From an optimization exercise on the open Yosys and OpenROAD flow, aimed at small area, a short achievable clock period and few clock cycles per item; shortcuts taken in it are not production practice. Function was not checked in any run shown here: the RTL went through the layout flow alone. Power is estimated from default activity; no workload was simulated.

## flow/config.mk

```make
export PLATFORM = sky130hd
export DESIGN_NAME = jlfe_xxtea
export DESIGN_NICKNAME = jlfe_xxtea
export VERILOG_FILES = /design/flow/design.v
export SDC_FILE = /design/flow/constraint.sdc
export NUM_CORES = 4
export LEC_CHECK = 0
export CAP_MARGIN = 20
export CORE_MARGIN = 2
export CORE_UTILIZATION = 40
export PLACE_DENSITY = 0.6
export SLEW_MARGIN = 20
```

## flow/constraint.sdc

```tcl
create_clock -name core_clock -period 12.0 [get_ports {clk}]
set_input_delay 2.4000 -clock core_clock [delete_from_list [all_inputs] [get_ports {clk}]]
set_output_delay 2.4000 -clock core_clock [all_outputs]
set_load 0.01 [all_outputs]
```

## flow/design.v

```verilog
module jlfe_xxtea (
    input  wire         clk,
    input  wire         rst,           
    input  wire         cmd_valid,
    output wire         cmd_ready,
    input  wire         cmd_decrypt,   
    input  wire [3:0]   cmd_nm1,       
    input  wire [127:0] cmd_key,       
    input  wire         in_valid,
    output wire         in_ready,
    input  wire [31:0]  in_data,
    output wire         out_valid,
    input  wire         out_ready,
    output wire [31:0]  out_data,
    output wire         out_last
);
    localparam [1:0] S_IDLE = 2'd0,    
                     S_LOAD = 2'd1,    
                     S_PREF = 2'd2,    
                     S_RUN  = 2'd3;    
    reg  [1:0]   state;
    reg          dec;
    reg  [3:0]   nm1;
    reg  [127:0] key;
    reg  [31:0]  v [0:15];
    reg  [3:0]   li;          
    reg  [3:0]   P;           
    reg  [3:0]   PN;          
    reg  [3:0]   PNN;         
    reg  [2:0]   m;           
    reg  [31:0]  W;           
    reg  [31:0]  Y;           
    reg  [31:0]  Z;           
    reg  [31:0]  KW;          
    reg  [31:0]  S;           
    reg          oact;        
    reg  [3:0]   o;           
    reg  [3:0]   onm1;        
    wire running = (state == S_RUN);
    wire loading = (state == S_LOAD);
    wire [31:0] mx_a, mx_b, w_new;
    xxtea_add32 add_a (.a((Z >> 5) ^ (Y << 2)), .b((Y >> 3) ^ (Z << 4)), .ci(1'b0), .s(mx_a));
    xxtea_add32 add_b (.a(S ^ Y), .b(KW ^ Z), .ci(1'b0), .s(mx_b));
    xxtea_add32 add_w (.a(W), .b(mx_a ^ mx_b ^ {32{dec}}), .ci(dec), .s(w_new));
    wire [3:0]  pnn_next  = dec ? ((PNN == 4'd0) ? nm1 : PNN - 4'd1)
                                : ((PNN == nm1)  ? 4'd0 : PNN + 4'd1);
    wire        n2 = (nm1 == 4'd1);
    wire [3:0]  s0 = dec ? nm1 : 4'd0;
    wire [3:0]  s1 = dec ? nm1 - 4'd1 : 4'd1;
    wire [3:0]  s2 = dec ? (n2 ? nm1 : nm1 - 4'd2) : (n2 ? 4'd0 : 4'd2);
    wire        round_end = (P == (dec ? 4'd0 : nm1));
    wire        last_rnd  = (m == (dec ? 3'd1 : 3'd6));
    wire        last_step = running && round_end && last_rnd;
    wire [2:0]  m_next    = round_end ? (dec ? m - 3'd1 : m + 3'd1) : m;
    reg  [31:0] sum_n;
    always @(*) begin
        case (running ? m_next : (dec ? 3'd6 : 3'd1))
            3'd1:    sum_n = 32'h9E3779B9;
            3'd2:    sum_n = 32'h3C6EF372;
            3'd3:    sum_n = 32'hDAA66D2B;
            3'd4:    sum_n = 32'h78DDE6E4;
            3'd5:    sum_n = 32'h1715609D;
            default: sum_n = 32'hB54CDA56;
        endcase
    end
    wire [1:0]  ksel_n = (running ? PN[1:0] : s0[1:0]) ^ sum_n[3:2];
    wire out_more  = oact && (o != onm1);        
    wire out_fire  = oact && out_ready;
    wire out_free  = !oact || (out_ready && (o == onm1));
    assign cmd_ready = (state == S_IDLE) || last_step;
    wire cmd_fire    = cmd_valid && cmd_ready;
    assign in_ready  = loading && (!oact || (li <= o));
    wire in_fire     = in_valid && in_ready;
    wire load_last   = (li == nm1);
    wire go_run = out_free && ((state == S_PREF) || (loading && in_fire && load_last));
    assign out_valid = oact;
    assign out_data  = W;
    assign out_last  = (o == onm1);
    wire [3:0]  a1 = running ? PN  : (out_more ? o + 4'd1 : s0);
    wire [3:0]  a2 = running ? PNN : s1;
    wire        f1 = running ? (last_step && dec) : (loading && !out_more && (s0 == li));
    wire        f2 = running ? n2                 : (loading && (s1 == li));
    wire [31:0] rd1 = f1 ? (running ? w_new : in_data) : v[a1];
    wire [31:0] rd2 = f2 ? (running ? w_new : in_data) : v[a2];
    always @(posedge clk) begin
        if (running)
            v[P] <= w_new;
        else if (in_fire)
            v[li] <= in_data;
        if (running || go_run || out_fire)
            W <= rd1;
        KW <= key[32*ksel_n +: 32];
        S  <= sum_n;
        if (running && dec)
            Y <= w_new;
        else if (in_fire && dec && (li == 4'd0))
            Y <= in_data;
        else if ((running || go_run) && !dec)
            Y <= rd2;
        if (running && !dec)
            Z <= w_new;
        else if (in_fire && !dec)
            Z <= in_data;
        else if ((running || go_run) && dec)
            Z <= rd2;
        if (go_run) begin
            P   <= s0;
            PN  <= s1;
            PNN <= s2;
            m   <= dec ? 3'd6 : 3'd1;
        end else if (running) begin
            P   <= PN;
            PN  <= PNN;
            PNN <= pnn_next;
            m   <= m_next;
        end
        if (rst) begin
            state <= S_IDLE;
            oact  <= 1'b0;
        end else begin
            if (last_step) begin
                oact <= 1'b1;
                o    <= 4'd0;
                onm1 <= nm1;
            end else if (out_fire) begin
                if (o == onm1)
                    oact <= 1'b0;
                o <= o + 4'd1;
            end
            if (cmd_fire) begin
                dec   <= cmd_decrypt;
                nm1   <= cmd_nm1;
                key   <= cmd_key;
                li    <= 4'd0;
                state <= S_LOAD;
            end else begin
                case (state)
                    S_LOAD: begin
                        if (in_fire) begin
                            li <= li + 4'd1;
                            if (load_last)
                                state <= go_run ? S_RUN : S_PREF;
                        end
                    end
                    S_PREF: begin
                        if (go_run)
                            state <= S_RUN;
                    end
                    S_RUN: begin
                        if (last_step)
                            state <= S_IDLE;
                    end
                    default: ;
                endcase
            end
        end
    end
endmodule
module xxtea_add32 (
    input  wire [31:0] a,
    input  wire [31:0] b,
    input  wire        ci,
    output wire [31:0] s
);
    wire [31:0] p0 = a ^ b;
    reg  [31:0] g, p, gn, pn;
    integer d, i;
    always @(*) begin
        g = a & b;
        p = p0;
        g[0] = g[0] | (p0[0] & ci);
        for (d = 1; d < 32; d = d * 2) begin
            gn = g;
            pn = p;
            for (i = d; i < 32; i = i + 1) begin
                gn[i] = g[i] | (p[i] & g[i-d]);
                pn[i] = p[i] & p[i-d];
            end
            g = gn;
            p = pn;
        end
    end
    assign s = p0 ^ {g[30:0], ci};
endmodule
```

## flow/run.sh

```bash
#!/bin/bash
# synth_recipe.tcl (not shown) runs the flow's synth.tcl, then flattens the netlist and writes it again
# the make line also repeats each setting of config.mk as NAME=value (left out here)
make -C /OpenROAD-flow-scripts/flow DESIGN_CONFIG=/design/flow/config.mk WORK_HOME=/design/flow/orfs CLKGATE_MAP_FILE= SYNTH_SCRIPT=/design/flow/synth_recipe.tcl finish
```

==> impl_metrics.ini, run 1 <==
[floorplan]
rows = 121
die-area_um2 = 113000
top_level_ports = 206
core_um2 = 109000
die_y_um = 336
start_util_pct = 40.5
die_w_um = 336

[global_route]
grt_pass1_wl_um = 211000
grtUsageTotal_pct = 25.3
grt_overflow = 0
antenna_found_initial = 4
grt_max_degree = 134
grt_pass1_vias = 30900

[synth]
syn_inst = 3743
synth-xor-area-share_pct = 5.93
synth_compound_area_share_pct = 10.7
synth_area_leaders = edfxtp_1, mux4_2, nand2_1, ha_1, xnor2_1
async_reset_ff_share_pct = 0
syn_nets = 4028
yosysSeqAreaShare_pct = 54.3
synth_top_family_by_area = simple AND/OR/NAND/NOR gates
syn_area_per_cell_um2 = 11.8
yosysWarnings = 2
synth-simple-area-share_pct = 13.0
synth_area_leader_cell = edfxtp_1
ys.flop_type = edfxtp_1
ys_types = 99
synthMuxAreaShare_pct = 9.64
synthAdderAreaFrac_pct = 3.32
synth-edff-count = 768
synth_top_area_share_pct = 52.2
ys_ff_latch = 816
syn-cell-area_um2 = 44200

[clocking]
cts_made_buffers = 90
cts_root_buf = clkbuf_16
clock_latency_ps = 710
cts.repair.resized = 0
clock-sinks = 816
htree_levels = 3
clk_pin_slew_ps = 60
postCtsSetupBuffers = 0
cts_tree = done
hold_buffers = 0
cts_buffer_depth = 3

[finish]
nNetsFinal = 4178
regArea_um2 = 24000
area_delta_synth_final_pct = 15.1
antenna_cells = 0
n_fill_cell = 9835
drive_above_1_share_pct = 11.6
multiInputGateArea_um2 = 19100

[setup_path]
r2r_start = Z[0]$_DFFE_PP_
reg2reg_slack_ps = 5440
critPathTopFamily = buffers and inverters
crit_chain = buf_4, buf_4, inv_2, buf_4, nor3_1, a21oi_1, or3_1, o21ai_0, clkdlybuf4s50_1
cp.depth = 9
path_common_cell = buf_4
cp_max_fo = 30
r2r-end = v[10][31]$_DFFE_PP_
crit_start = dec$_DFFE_PP_
cp-start-kind = register
critPathKind = register to output pin
cp-end-kind = output pin
crit_buf_inv = 5
worstPathRequired_ps = 9600
slowest_delay_ps = 640
worst_ep_arrival_time_ps = 4180
rr_worst_depth = 24
endpoint = cmd_ready
crit_slowest_cell = clkdlybuf4s50_1

[sta]
setup_viol = 0
rsz0062_at_grt = no
finalHoldViolations = 0
max_freq_ghz = 0.152
drv_slew = 0
fin_crit_sh_pct = 54.9
fin_setup_tns_ps = 0
min_period_ps = 6580
worstMarginPinSlew_ps = 1290
slew_headroom_pct = 14.3
skew_ps = 68.0

[detailed_routing]
drc_errors = 0
wl_per_cell_um = 26.9
wl_um = 146000
final_antenna_net_count = 0
drt-initial-drc-count = 4228
firstDrtPassIters = 6
via_per_inst = 5.97
dr_total_vias = 32500

[pwr]
power.density_nw_per_um2 = 190
finalPower_mw = 9.66
p_leak_nw = 18.0
vdd_drop_max_uv = 144

[worst_hold_path]
hold_path.class = register to register

[placement]
port_buffers = 205
place_congestion = 0.973
hpwl_um = 95400

[outcome]
status = complete, no violations

[job]
cap_violations = 0
[worst register-to-register path: cells and delay by family (launching register included)]
kind	cells	cell delay, ps
AOI/OAI and AO/OA	11	2540
xor gates and xnor gates	4	860
adders and majority gates	3	1150
buffers and inverters	1	70
DFF	1	420
and+or+nand+nor	5	1160
[state kept, by name (all words and copies together), names as in the netlist]
register,cells
o,4
KW,32
v,512
key,128
li,4
Y,32
PN,4
PNN,4
state,2
oact,1
Z,32
P,4
onm1,4
dec,1
W,32
m,3
S,13
nm1,4
[metal layers]
metal	vias up	GRT usage [%]	part of all wire, %
li1	14400	-	-
met1	16100	35.2	41
met2	1759	39.5	45
met3	275	4.81	9.8
met4	6	9.31	3.8
met5	-	0	0.027
[cells in the final DEF (no fill, tap or decap), drive strengths merged, types with 68 or more instances in the layout]
cell / synthesis / layout
nor2: 149 / 149
edfxtp: 768 / 768
clkdlybuf4s50: 0 / 205
a21oi: 137 / 137
buf: 120 / 82
ha: 111 / 111
nand2: 753 / 753
xnor2: 153 / 153
and3: 68 / 68
a311oi: 87 / 87
mux4: 158 / 158
xor2: 144 / 144
o21ai: 122 / 122
nand3: 244 / 244
clkbuf: 109 / 111
[how the worst min path moves through the flow]
stage                            startpoint                end  slack, ps  depth (start not counted)
after floorplan            nm1[2]$_DFFE_PP_  onm1[2]$_DFFE_PP_        440                          0
final                     key[41]$_DFFE_PP_      KW[9]$_DFF_P_        530                          1
after global placement      PN[1]$_DFFE_PN_     P[1]$_DFFE_PN_        530                          2
after CTS                 key[41]$_DFFE_PP_      KW[9]$_DFF_P_        530                          1
after detailed placement  oact$_SDFFE_PP0P_  oact$_SDFFE_PP0P_        540                          2
after global routing      key[41]$_DFFE_PP_      KW[9]$_DFF_P_        540                          1
[kinds of logic after synthesis]
| logic type | count (synthesis) |
|---|---|
| and+or+nand+nor | 1323 |
| DFF | 816 |
| AOI/OAI and AO/OA | 680 |
| xor gates and xnor gates | 297 |
| buffers and inverters | 286 |
| muxes | 226 |
| adders and majority gates | 115 |
[layout make-up]
type                            count  share of cell area, %
Sequential cell                   816                   47.2
Clock inverter                     58                   1.17
Clock buffer                      111                   4.62
Timing Repair Buffer              287                   5.36
Inverter                           57                  0.420
Multi-Input combinational cell   2641                   37.6
Tap cell                         1476                   3.63
[cell usage after synthesis (10+ instances only)]
library cell	count
a21boi_0	12
clkbuf_1	108
buf_2	81
inv_1	54
a21o_1	64
o21a_1	20
mux2_2	12
a32oi_1	10
nor2_1	148
a221oi_1	18
buf_1	18
nand2_1	752
xor2_1	143
a21oi_1	134
ha_1	111
edfxtp_1	768
o31ai_1	10
o21ai_0	107
o21ai_1	13
dfxtp_1	48
buf_6	19
xnor2_1	151
and2_1	14
or3_1	14
and3_1	68
a311oi_1	87
a211oi_1	13
nor3_1	11
a31oi_1	58
mux4_2	157
o211ai_1	14
mux2i_1	55
o22ai_1	18
nand3_1	244
nand2b_1	15
o21bai_1	10
[report_power, final]
part / total [mW] / leakage (nW) / switching, mW / internal (mW)
logic: 2.91 / 9.28 / 1.98 / 0.927
clock network: 2.76 / 1.40 / 1.22 / 1.54
registers: 3.99 / 7.36 / 0.0599 / 3.93
total: 9.66 / 18.0 / 3.25 / 6.40
[through the flow]
stage / cells / setup WS, ps / hold WS [ps] / util [%] / area [µm²]
final: 5446 / 5420 / 531 / 46.6 / 50900
after global routing: 5446 / 4850 / 539 / 46.6 / 50900
after CTS: 5444 / 5340 / 527 / 46.5 / 50900
after detailed placement: 5275 / 5380 / 542 / 43.8 / 47900
after global placement: 5275 / 5470 / 527 / 43.8 / 47900
after floorplan: 3743 / 3350 / 445 / - / 44200
==> run 2, diff against run 1 <==
--- a/flow/design.v
+++ b/flow/design.v
@@ -82,4 +82,14 @@
     wire        f2 = running ? n2                 : (loading && (s1 == li));
-    wire [31:0] rd1 = f1 ? (running ? w_new : in_data) : v[a1];
-    wire [31:0] rd2 = f2 ? (running ? w_new : in_data) : v[a2];
+    wire        a1_odd  = a1[0];
+    wire        a2_odd  = a2[0];
+    wire        a1_zero = (a1 == 4'd0);
+    wire        a2_zero = (a2 == 4'd0);
+    wire [2:0]  ae = (!a1_odd && !a1_zero) ? a1[3:1] : a2[3:1];
+    wire [2:0]  ao = a1_odd ? a1[3:1] : a2[3:1];
+    wire [31:0] r_even = v[{ae, 1'b0}];
+    wire [31:0] r_odd  = v[{ao, 1'b1}];
+    wire [31:0] rd1 = f1 ? (running ? w_new : in_data)
+                         : a1_odd ? r_odd : a1_zero ? v[0] : r_even;
+    wire [31:0] rd2 = f2 ? (running ? w_new : in_data)
+                         : a2_odd ? r_odd : a2_zero ? v[0] : r_even;
     always @(posedge clk) begin
==> flow/flow/run.sh (new file) <==
#!/bin/bash
# Standard synthesis and layout; the only change from the standard flow's own layout is
# a larger setup margin for the timing repair passes, so that they keep
# sizing the mixing loop below the clock period.
set -euo pipefail
bash standard.sh synth > synth.log 2>&1
bash standard.sh SETUP_SLACK_MARGIN=8 finish > layout.log 2>&1
==> flow/standard.sh (new file) <==
#!/bin/bash
# synth_recipe.tcl (not shown) runs the flow's synth.tcl, then flattens the netlist and writes it again
# the make line also repeats each setting of config.mk as NAME=value (left out here)
make -C /OpenROAD-flow-scripts/flow DESIGN_CONFIG=/design/flow/config.mk WORK_HOME=/design/flow/orfs CLKGATE_MAP_FILE= SYNTH_SCRIPT=/design/flow/synth_recipe.tcl "${@:-finish}"
removed: flow/run.sh
==> run 2 against run 1 <==
  * Worst setup slack better by 1000 ps
  * First-iteration DRC count fell by 3.9%
  * Still clean
  * Clock skew shrank 38 ps
  * Largest cell class unchanged
  * Largest power group is now combinational logic
==> impl_metrics.ini, run 2 <==
[outcome]
status = complete, no violations

[pwr]
swShare_pct = 40.9
vdd_drop_max_uv = 325
power_frac_comb_pct = 59.4
power.density_nw_per_um2 = 349
switchingPower_mw = 7.87
p_int_mw = 11.4
pwr-share-seq_pct = 26.5
p_leak_nw = 19.9
finalPower_mw = 19.3
pwr-share-clk_pct = 14.1

[clocking]
cts_root_buf = clkbuf_16
htree_levels = 3
clk_pin_slew_ps = 60
clock-sinks = 816
clock_latency_ps = 660
cts_buffer_depth = 3
cts_made_buffers = 86
hold_buffers = 0
cts_tree = done

[job]
cap_violations = 0

[detailed_routing]
dr_total_vias = 32600
drt-initial-drc-count = 4062
wl_um = 150000
final_antenna_net_count = 0
wl_per_cell_um = 27.0
firstDrtPassIters = 5
drc_errors = 0
via_per_inst = 5.89

[finish]
utilization_pct = 54.3
mostFrequentLayoutCells = edfxtp_1, nand2_1, buf_4
drive_above_1_share_pct = 25.6
largest-register = v
n_fill_cell = 8347
largest_reg_flops = 512
final_cells = 5538
reg_top3 = v (512), key (128)
stdcell_area_um2 = 55200
nNetsFinal = 4381
layout.cells.most_common = edfxtp_1
multiInputGateArea_um2 = 19600
regArea_um2 = 24000
area_delta_synth_final_pct = 34.5

[sta]
layout_setup_ws_ps = 6440
whs_ps = 560
slew_headroom_pct = 22.9
max_freq_ghz = 0.180
worstMarginPinSlew_ps = 1160
rsz0062_at_grt = yes
skew_ps = 30.5
fin_crit_sh_pct = 46.4
drv_slew = 0
fin_setup_tns_ps = 0
setup_viol = 0
finalHoldViolations = 0
min_period_ps = 5560

[floorplan]
rows = 117
start_util_pct = 40.4
core_um2 = 102000
top_level_ports = 206
die_y_um = 324
die-area_um2 = 105000
die_w_um = 324

[synth]
syn-cell-area_um2 = 41100
syn_inst = 3564
synth_area_leaders = edfxtp_1, nand2_1, ha_1, xor2_1, xnor2_1
async_reset_ff_share_pct = 0
synth_top_area_share_pct = 56.2
synthTopCellsByCount = edfxtp_1, nand2_1, a21oi_1, nor2_1, nand3_1
yosysWarnings = 2
syn_nets = 3849
ys_types = 81
ys.flop_type = edfxtp_1
synth-edff-count = 768
synth_area_leader_cell = edfxtp_1
syn_area_per_cell_um2 = 11.5
synth.most_common_cell = edfxtp_1
yosysSeqAreaShare_pct = 58.5
ys_ff_latch = 816

[setup_path]
crit_chain = xor2_1, ha_1, a21oi_2, nor3b_4, a21oi_2, o41ai_4, nand2b_4, o221ai_1, a21oi_2, o21bai_2, buf_4, a211o_1, a311oi_1, xnor2_1, xnor2_1, ha_1, a21oi_1, o21ai_2, xor2_2, buf_6, and3_4, a211o_1
worstPathRequired_ps = 12420
cp-end-kind = register
critPathKind = register to register
cp-start-kind = register
crit_slowest_cell = edfxtp_1
path_common_cell = a21oi_2
worst_ep_arrival_time_ps = 5980
slowest_delay_ps = 440
cp_max_fo = 6

[placement]
port_buffers = 205
place_congestion = 0.957
place_inst = 5010
place_area_um2 = 45200
preCtsSetupSlack_ps = 5820
hpwl_um = 88600

[worst_hold_path]
hold_path.class = register to register

[global_route]
antenna_found_initial = 2
grt_pass1_wl_um = 212000
grtUsageTotal_pct = 27.1
grt_overflow = 0
grt_pass1_vias = 30700
grt_max_degree = 84
## run 2: worst max-delay path: cells and delay by family (launching register included)
family | cells | cell delay, ps
flip-flops | 1 | 440
AO/OA/AOI/OAI | 11 | 2250
XOR/XNOR | 4 | 890
AND/OR/NAND/NOR | 3 | 580
adder cells (fa/ha/maj) | 2 | 810
buffers and inverters | 2 | 330
## run 2: final cells by class
type	instances	area share, %
clock buffers	111	4.39
repair buffers	626	12.3
clock inverters	49	0.838
well taps	1368	3.10
multi-input cells	2519	35.6
diodes	2	0.00906
flip-flops and latches	816	43.5
inverters	47	0.324
## run 2: power by group through the flow
stage	clock (mW)	combinational [mW]	sequential (mW)
2_1_floorplan	0	4.19	5.11
3_3_place_gp	0	6.22	5.19
3_5_place_dp	0	6.26	5.20
4_1_cts	2.75	9.48	5.11
5_1_grt	2.87	12.0	5.11
6_report	2.72	11.4	5.10
## run 2: final timing paths
| kind | slack [ps] | end | depth (start not counted) | start |
|---|---|---|---|---|
| max reg2reg | 6440 | Z[31]$_DFFE_PP_ | 22 | Z[9]$_DFFE_PP_ |
| max | 6440 | Z[31]$_DFFE_PP_ | 22 | Z[9]$_DFFE_PP_ |
| min | 560 | KW[17]$_DFF_P_ | 1 | key[49]$_DFFE_PP_ |
| min reg2reg | 560 | KW[17]$_DFF_P_ | 1 | key[49]$_DFFE_PP_ |
## run 2: logic make-up (layout without fill, tap and decap cells)
group	count (synthesis)	after routing	synth area share [%]
simple gates	1172	1187	12.6
other cells	0	2	0
compound gates	833	834	13.3
flops	816	816	58.5
fa+ha+maj	115	115	3.58
mux	85	85	3.20
buf+inv	245	833	2.50
xor+xnor	298	298	6.36
## run 2: what timing repair did
item | in CTS | in global routing
setup endpoints to repair | 837 | 1189
buffers inserted | 218 | 95
gates resized for setup | 518 | 214
pin swaps | 165 | 153
gates cloned | 41 | 12
## run 2: per-layer routing
metal  vias up  global-route usage, %  part of all wire, %
li1      14400                      -                    -
met1     16100                   37.4                   41
met2      1774                   42.5                   46
met3       322                   4.57                  9.4
met4         2                   10.6                  4.3
met5         -                      0               0.0073
==> run 3, diff against run 2 <==
--- a/flow/design.v
+++ b/flow/design.v
@@ -35,2 +35,5 @@
     reg  [31:0]  S;           
+    reg          wpend;       
+    reg  [3:0]   PP;          
+    reg          cdec;        
     reg          oact;        
@@ -71,3 +74,3 @@
     wire cmd_fire    = cmd_valid && cmd_ready;
-    assign in_ready  = loading && (!oact || (li <= o));
+    assign in_ready  = loading && !wpend && (!oact || (li <= o));
     wire in_fire     = in_valid && in_ready;
@@ -80,4 +83,8 @@
     wire [3:0]  a2 = running ? PNN : s1;
-    wire        f1 = running ? (last_step && dec) : (loading && !out_more && (s0 == li));
-    wire        f2 = running ? n2                 : (loading && (s1 == li));
+    wire [31:0] C    = cdec ? Y : Z;
+    wire        f1n  = last_step && dec;
+    wire        f1c  = wpend && (a1 == PP);
+    wire        f1i  = loading && !out_more && (s0 == li);
+    wire        f2c  = wpend && (a2 == PP);
+    wire        f2i  = loading && (s1 == li);
     wire        a1_odd  = a1[0];
@@ -90,9 +97,9 @@
     wire [31:0] r_odd  = v[{ao, 1'b1}];
-    wire [31:0] rd1 = f1 ? (running ? w_new : in_data)
-                         : a1_odd ? r_odd : a1_zero ? v[0] : r_even;
-    wire [31:0] rd2 = f2 ? (running ? w_new : in_data)
-                         : a2_odd ? r_odd : a2_zero ? v[0] : r_even;
+    wire [31:0] rd1 = f1n ? w_new : f1c ? C : f1i ? in_data
+                    : a1_odd ? r_odd : a1_zero ? v[0] : r_even;
+    wire [31:0] rd2 = f2c ? C : f2i ? in_data
+                    : a2_odd ? r_odd : a2_zero ? v[0] : r_even;
     always @(posedge clk) begin
-        if (running)
-            v[P] <= w_new;
+        if (wpend)
+            v[PP] <= C;
         else if (in_fire)
@@ -103,3 +110,7 @@
         S  <= sum_n;
-        if (running && dec)
+        if (running) begin
+            PP   <= P;
+            cdec <= dec;
+        end
+        if (running && (dec || n2))
             Y <= w_new;
@@ -109,3 +120,3 @@
             Y <= rd2;
-        if (running && !dec)
+        if (running && (!dec || n2))
             Z <= w_new;
@@ -129,3 +140,5 @@
             oact  <= 1'b0;
+            wpend <= 1'b0;
         end else begin
+            wpend <= running;
             if (last_step) begin
==> flow/run.sh (new file) <==
#!/bin/bash
# synth_recipe.tcl (not shown) runs the flow's synth.tcl, then flattens the netlist and writes it again
# the make line also repeats each setting of config.mk as NAME=value (left out here)
make -C /OpenROAD-flow-scripts/flow DESIGN_CONFIG=/design/flow/config.mk WORK_HOME=/design/flow/orfs CLKGATE_MAP_FILE= SYNTH_SCRIPT=/design/flow/synth_recipe.tcl finish
removed: flow/flow/run.sh
removed: flow/standard.sh
==> run 3 against run 2 <==
  * Flip-flop and latch count rose by 6
  * Combinational power fell by 82%
  * Maximum frequency down 9.5%
  * Power fell by 59%
  * Final area down 11%
  * Hold slack got worse by 29 ps
  * Die area grew 3.4%
  * Largest power group is now registers
  * First-iteration DRC count shrank 8.4%
  * Critical path depth is 12 lower
  * Clock-buffer cell count up 4
  * Worst setup slack got worse by 590 ps
==> impl_metrics.ini, run 3 <==
[floorplan]
rows = 119
top_level_ports = 206
die-area_um2 = 109000
die_y_um = 330
start_util_pct = 40.3
die_w_um = 330
core_um2 = 105000

[clocking]
htree_levels = 3
cts_root_buf = clkbuf_16
postCtsSetupBuffers = 0
cts_made_buffers = 89
clk_pin_slew_ps = 60
cts_tree = done
hold_buffers = 0
clock_latency_ps = 690
cts.repair.resized = 0
cts_buffer_depth = 3
clock-sinks = 822

[sta]
min_period_ps = 6150
rsz0062_at_grt = no
max_freq_ghz = 0.163
drv_slew = 0
skew_ps = 66.0
worstMarginPinSlew_ps = 1130
fin_setup_tns_ps = 0
slew_headroom_pct = 24.5
fin_crit_sh_pct = 51.2
finalHoldViolations = 0
setup_viol = 0

[pwr]
p_leak_nw = 17.8
vdd_drop_max_uv = 113
power.density_nw_per_um2 = 161

[synth]
synth_top_area_share_pct = 54.7
yosysWarnings = 2
syn_inst = 3312
syn-cell-area_um2 = 42500
async_reset_ff_share_pct = 0
ys.flop_type = edfxtp_1
synth.most_common_cell = edfxtp_1
synthTopCellsByCount = edfxtp_1, mux2i_1, nand2_1, a21oi_1
syn_nets = 3597
synth_area_leader_cell = edfxtp_1
synth-edff-count = 773
yosysSeqAreaShare_pct = 57.0
ys_ff_latch = 822
syn_area_per_cell_um2 = 12.8
ys_types = 93
synth_area_leaders = edfxtp_1, mux2i_1, xnor2_1, ha_1, xor2_1

[finish]
area_delta_synth_final_pct = 15.8
nNetsFinal = 3793
n_fill_cell = 9273
largest-register = v
multiInputGateArea_um2 = 17300
reg_top3 = v (512), key (128)
utilization_pct = 46.7
mostFrequentLayoutCells = edfxtp_1, mux2i_1, clkdlybuf4s50_1
drive_above_1_share_pct = 10.4
regArea_um2 = 24200
layout.cells.most_common = edfxtp_1
largest_reg_flops = 512

[global_route]
grtUsageTotal_pct = 24.2
grt_max_degree = 113
grt_pass1_wl_um = 195000
antenna_found_initial = 3
grt_pass1_vias = 28100
grt_overflow = 0

[setup_path]
critPathKind = register to output pin
worstPathRequired_ps = 9600
worst_ep_arrival_time_ps = 3750
cp-end-kind = output pin
cp-start-kind = register
cp_max_fo = 10

[placement]
place_congestion = 0.930
hpwl_um = 93300
port_buffers = 205

[detailed_routing]
via_per_inst = 5.93
dr_total_vias = 29500
wl_per_cell_um = 26.9
wl_um = 134000
drt-initial-drc-count = 3720
drc_errors = 0
final_antenna_net_count = 0
firstDrtPassIters = 8

[job]
cap_violations = 0

[outcome]
status = complete, no violations

[worst_hold_path]
hold_path.class = register to register
[run 3: cell types whose count changed in the layout (fill, tap and decap cells not counted), moves of 47 or more]
cell | previous run | this run
nand2_1 | 546 | 185
mux2i_1 | 39 | 229
buf_6 | 69 | 1
o211ai_1 | 33 | 125
nand3_1 | 169 | 51
o211a_1 | 4 | 51
inv_1 | 42 | 98
xnor2_1 | 103 | 161
buf_4 | 268 | 86
[run 3: cell families (layout without fill, tap and decap cells)]
kind of cell / count (synthesis) / after routing / share of synthesized area (%)
buffers and inverters: 290 / 558 / 3.04
adders and majority gates: 115 / 115 / 3.46
muxes: 314 / 314 / 8.61
xor gates and xnor gates: 307 / 307 / 6.33
DFF: 822 / 822 / 57.0
AOI/OAI and AO/OA: 891 / 891 / 15.4
other: 0 / 1 / 0
and+or+nand+nor: 573 / 573 / 6.25
[run 3: final timing paths]
check | startpoint | endpoint | depth (start not counted) | slack (ps)
worst min register to register | P[3]$_DFFE_PN_ | PP[3]$_DFFE_PP_ | 0 | 530
worst max-delay path | nm1[1]$_DFFE_PP_ | cmd_ready | 10 | 5850
worst max register to register | Z[0]$_DFFE_PP_ | W[29]$_DFFE_PP_ | 24 | 5920
worst min-delay path | P[3]$_DFFE_PN_ | PP[3]$_DFFE_PP_ | 0 | 530
[run 3: area by class of cell]
cell class | instances | share of cell area, %
flip-flops and latches | 822 | 49.2
multi-input cells | 2200 | 35.2
repair buffers | 295 | 5.61
clock buffers | 115 | 4.83
well taps | 1391 | 3.54
clock inverters | 48 | 0.809
inverters | 100 | 0.763
diodes | 1 | 0.00509
[run 3: stage by stage]
stage	setup WS, ps	total power, mW	hold WS [ps]	instance area [µm²]	instances
floorplan	3250	4.68	421	42500	3312
global placement	6080	5.28	499	46300	4805
detailed placement	5990	5.28	519	46300	4805
CTS	5860	7.92	520	49100	4968
global route	5360	8.23	542	49200	4971
finish	5850	7.92	530	49200	4972
[run 3: routing by layer]
metal,wire length (µm),up-vias,global-route usage (%)
met5,13,-,0
met4,3880,2,7.57
met3,11500,203,4.76
met2,59000,1344,36.4
met1,59600,14600,35.0
li1,-,13300,-
[run 3: worst max-delay path, cell delays in order, from the launching register on]
cell and delay, ps:
edfxtp_1 670, inv_1 240, nor4b_1 310, a31oi_1 70, o32ai_1 190, nand2_1 240, nor3_1 270, buf_4 230
inv_1 90, o21ai_0 140, clkdlybuf4s50_1 610
[run 3: report_power, final]
group	switching [mW]	total (mW)	internal, mW
combinational	1.23	2.00	0.772
sequential	0.0489	3.28	3.23
clock	1.15	2.64	1.49
==> run 4, diff against run 3 <==
--- a/flow/config.mk
+++ b/flow/config.mk
@@ -9,4 +9,6 @@
 export CORE_MARGIN = 2
-export CORE_UTILIZATION = 40
-export PLACE_DENSITY = 0.6
+export CORE_UTILIZATION = 50
+export CTS_CLUSTER_DIAMETER = 80
+export CTS_CLUSTER_SIZE = 20
+export PLACE_DENSITY = 0.65
 export SLEW_MARGIN = 20
==> run 4 against run 3 <==
  * Utilization grew 10 points
  * Clock skew shrank 24 ps
  * Via count increased by 2.0%
  * First-iteration DRC count up 4.2%
  * Die area decreased by 20%
  * Final area down 3.1%
  * Sequential share of layout area increased by 1.6 points
  * Flip-flop and latch count unchanged
  * Power fell by 10%
  * Register-to-register slack worse by 260 ps
  * Synthesized area unchanged
==> impl_metrics.ini, run 4 <==
[setup_path]
r2r_start = Z[0]$_DFFE_PP_
cp-start-kind = register
critPathKind = register to register
cp-end-kind = register
r2r-end = Z[23]$_DFFE_PP_
slowest_delay_ps = 590
crit_slowest_cell = a2111oi_0
worst_ep_arrival_time_ps = 6740
rr_worst_depth = 24
reg2reg_slack_ps = 5660
worstPathRequired_ps = 12400
cp_max_fo = 5
crit_chain = xor2_1, ha_1, inv_1, fa_1, nor2b_1, o21ai_0, a21oi_1, o21ai_0, nor2_1, o21a_1, or2_2, xnor2_1, ha_1, nand2_1, and3_1, o21ai_0, a2111oi_0, a21oi_1, o21ai_0, nand2_1, a31oi_1, xor2_1, nor2_1, a221o_1
path_common_cell = o21ai_0

[clocking]
clock_latency_ps = 660
postCtsSetupBuffers = 0
cts_root_buf = clkbuf_16
cts.repair.resized = 0
cts_tree = done
clock-sinks = 822
cts_made_buffers = 52
clk_pin_slew_ps = 90
hold_buffers = 0
htree_levels = 2
cts_buffer_depth = 3

[synth]
synth-edff-count = 773
ys_ff_latch = 822
synthTopCellsByCount = edfxtp_1, mux2i_1, nand2_1, a21oi_1
syn_inst = 3312
syn_nets = 3597
yosysWarnings = 2
syn-cell-area_um2 = 42500
async_reset_ff_share_pct = 0
synth_top_area_share_pct = 54.7
ys_types = 93
synth_area_leaders = edfxtp_1, mux2i_1, xnor2_1, ha_1, xor2_1
syn_area_per_cell_um2 = 12.8
ys.flop_type = edfxtp_1
synth_area_leader_cell = edfxtp_1
synth.most_common_cell = edfxtp_1
yosysSeqAreaShare_pct = 57.0

[global_route]
grt_overflow = 0
grt_pass1_vias = 28800
antenna_found_initial = 0
grt_pass1_wl_um = 190000
grtUsageTotal_pct = 29.2
grt_max_degree = 127

[sta]
layout_setup_ws_ps = 5660
drv_slew = 0
skew_ps = 41.8
fin_crit_sh_pct = 52.8
finalHoldViolations = 0
worstMarginPinSlew_ps = 1320
min_period_ps = 6340
rsz0062_at_grt = no
slew_headroom_pct = 11.8
fin_setup_tns_ps = 0
setup_viol = 0
max_freq_ghz = 0.158
whs_ps = 540

[finish]
antenna_cells = 0
largest-register = v
layout.cells.most_common = edfxtp_1
drive_above_1_share_pct = 9.11
reg_top3 = v (512), key (128)
mostFrequentLayoutCells = edfxtp_1, mux2i_1, clkdlybuf4s50_1
nNetsFinal = 3740
area_delta_synth_final_pct = 12.2
largest_reg_flops = 512

[floorplan]
core_um2 = 83800
rows = 106
top_level_ports = 206
start_util_pct = 50.7
die_w_um = 295
die-area_um2 = 87300
die_y_um = 295

[detailed_routing]
firstDrtPassIters = 9
drc_errors = 0
wl_per_cell_um = 28.2
dr_total_vias = 30100
drt-initial-drc-count = 3876
final_antenna_net_count = 0
via_per_inst = 6.52
wl_um = 130000

[pwr]
p_leak_nw = 17.1
vdd_drop_max_uv = 116
power.density_nw_per_um2 = 150

[placement]
place_congestion = 0.983
preCtsSetupSlack_ps = 5960
port_buffers = 205
hpwl_um = 92100

[worst_hold_path]
hold_path_end = PP[3]$_DFFE_PP_
hold_path.class = register to register
hp-start = P[3]$_DFFE_PN_
holdPathStages = 0

[outcome]
status = complete, no violations

[job]
cap_violations = 0
## run 4: cell counts after synthesis
No cell type changed its count.
## run 4: layer usage
| layer | wire, µm | track usage (%) | vias up |
|---|---|---|---|
| met5 | 0 | 0 | - |
| met4 | 4470 | 9.41 | 0 |
| met3 | 11300 | 3.89 | 274 |
| met2 | 59000 | 45.8 | 1734 |
| met1 | 55500 | 42.1 | 14900 |
| li1 | - | - | 13100 |
## run 4: metrics by stage
stage	utilization, %	std cells	power [mW]	instance area [µm²]
final	56.8	4613	7.13	47600
after global routing	56.8	4613	7.39	47600
after CTS	56.7	4609	7.10	47500
after detailed placement	54.7	4531	5.28	45900
after global placement	54.7	4528	5.25	45800
after floorplan	-	3312	4.68	42500
## run 4: worst max-delay path: cells and delay by family, from the launching register on
kind,cells,cell delay [ps]
DFF,1,450
and+or+nand+nor,7,1100
adders and majority gates,3,790
AOI/OAI and AO/OA,10,2980
buffers and inverters,1,90
xor gates and xnor gates,3,720
## run 4: cell type report
type                    instances  area (µm²)
repair buffers                279        2700
flip-flops and latches        822       24200
clock buffers                  61        1410
fillers                      6790       36200
well taps                    1134        1420
clock inverters                17         208
inverters                     100         375
multi-input cells            2200       17300
## run 4: worst max-delay path by stage
| stage | from | to | slack (ps) |
|---|---|---|---|
| 3_3_place_gp | Z[0]$_DFFE_PP_ | Z[23]$_DFFE_PP_ | 6020 |
| 2_1_floorplan | rst | dec$_DFFE_PP_ | 3250 |
| 6_report | Z[0]$_DFFE_PP_ | Z[23]$_DFFE_PP_ | 5660 |
| 5_1_grt | dec$_DFFE_PP_ | cmd_ready | 5390 |
| 4_1_cts | dec$_DFFE_PP_ | cmd_ready | 5700 |
| 3_5_place_dp | dec$_DFFE_PP_ | Z[7]$_DFFE_PP_ | 5960 |
## run 4: kinds of logic after synthesis
logic type / count (synthesis) / share of synthesized area [%]
compound gates: 891 / 15.4
flops: 822 / 57.0
simple gates: 573 / 6.25
mux: 314 / 8.61
xor+xnor: 307 / 6.33
buf+inv: 290 / 3.04
fa+ha+maj: 115 / 3.46
## run 4: power by group
part / switching, mW / leakage (nW) / internal (mW)
combinational: 1.24 / 8.96 / 0.771
sequential: 0.0528 / 7.40 / 3.22
clock: 0.990 / 0.783 / 0.855
total: 2.28 / 17.1 / 4.85

-- separate check: timing with driven ports --
No port has a modelled driver above. Below, the same layouts with a new extraction and two added sets of constraints. Step 1 sets driving cells, clkbuf_16 on the clock port and buf_2 on the other inputs (assumed; they add their load-dependent delay and slew). Step 2 moves the port delays by t, midway between the first and last clock arrival at a register: inputs arrive t later, outputs are due t later. That takes back most of the time a late clock gives input paths. Three values: ideal, step 1, step 2; two values: the first two.
run | t, ns | slack for setup (ns) | latest minus earliest clock arrival (ns) | worst register clock-pin slew, ns | worst slew at a driven data input, ns
run 1 | 0.740 | 5.416 / 5.348 / 5.444 | 0.068 / 0.069 | 0.07 / 0.07 | 0.13
run 2 | 0.716 | 6.437 / 6.437 / 6.437 | 0.031 / 0.030 | 0.07 / 0.07 | 0.18
run 3 | 0.728 | 5.850 / 5.782 / 5.916 | 0.068 / 0.068 | 0.07 / 0.07 | 0.12
run 4 | 0.707 | 5.665 / 5.607 / 5.665 | 0.043 / 0.043 | 0.09 / 0.09 | 0.07
After both steps every run listed still meets setup and hold.
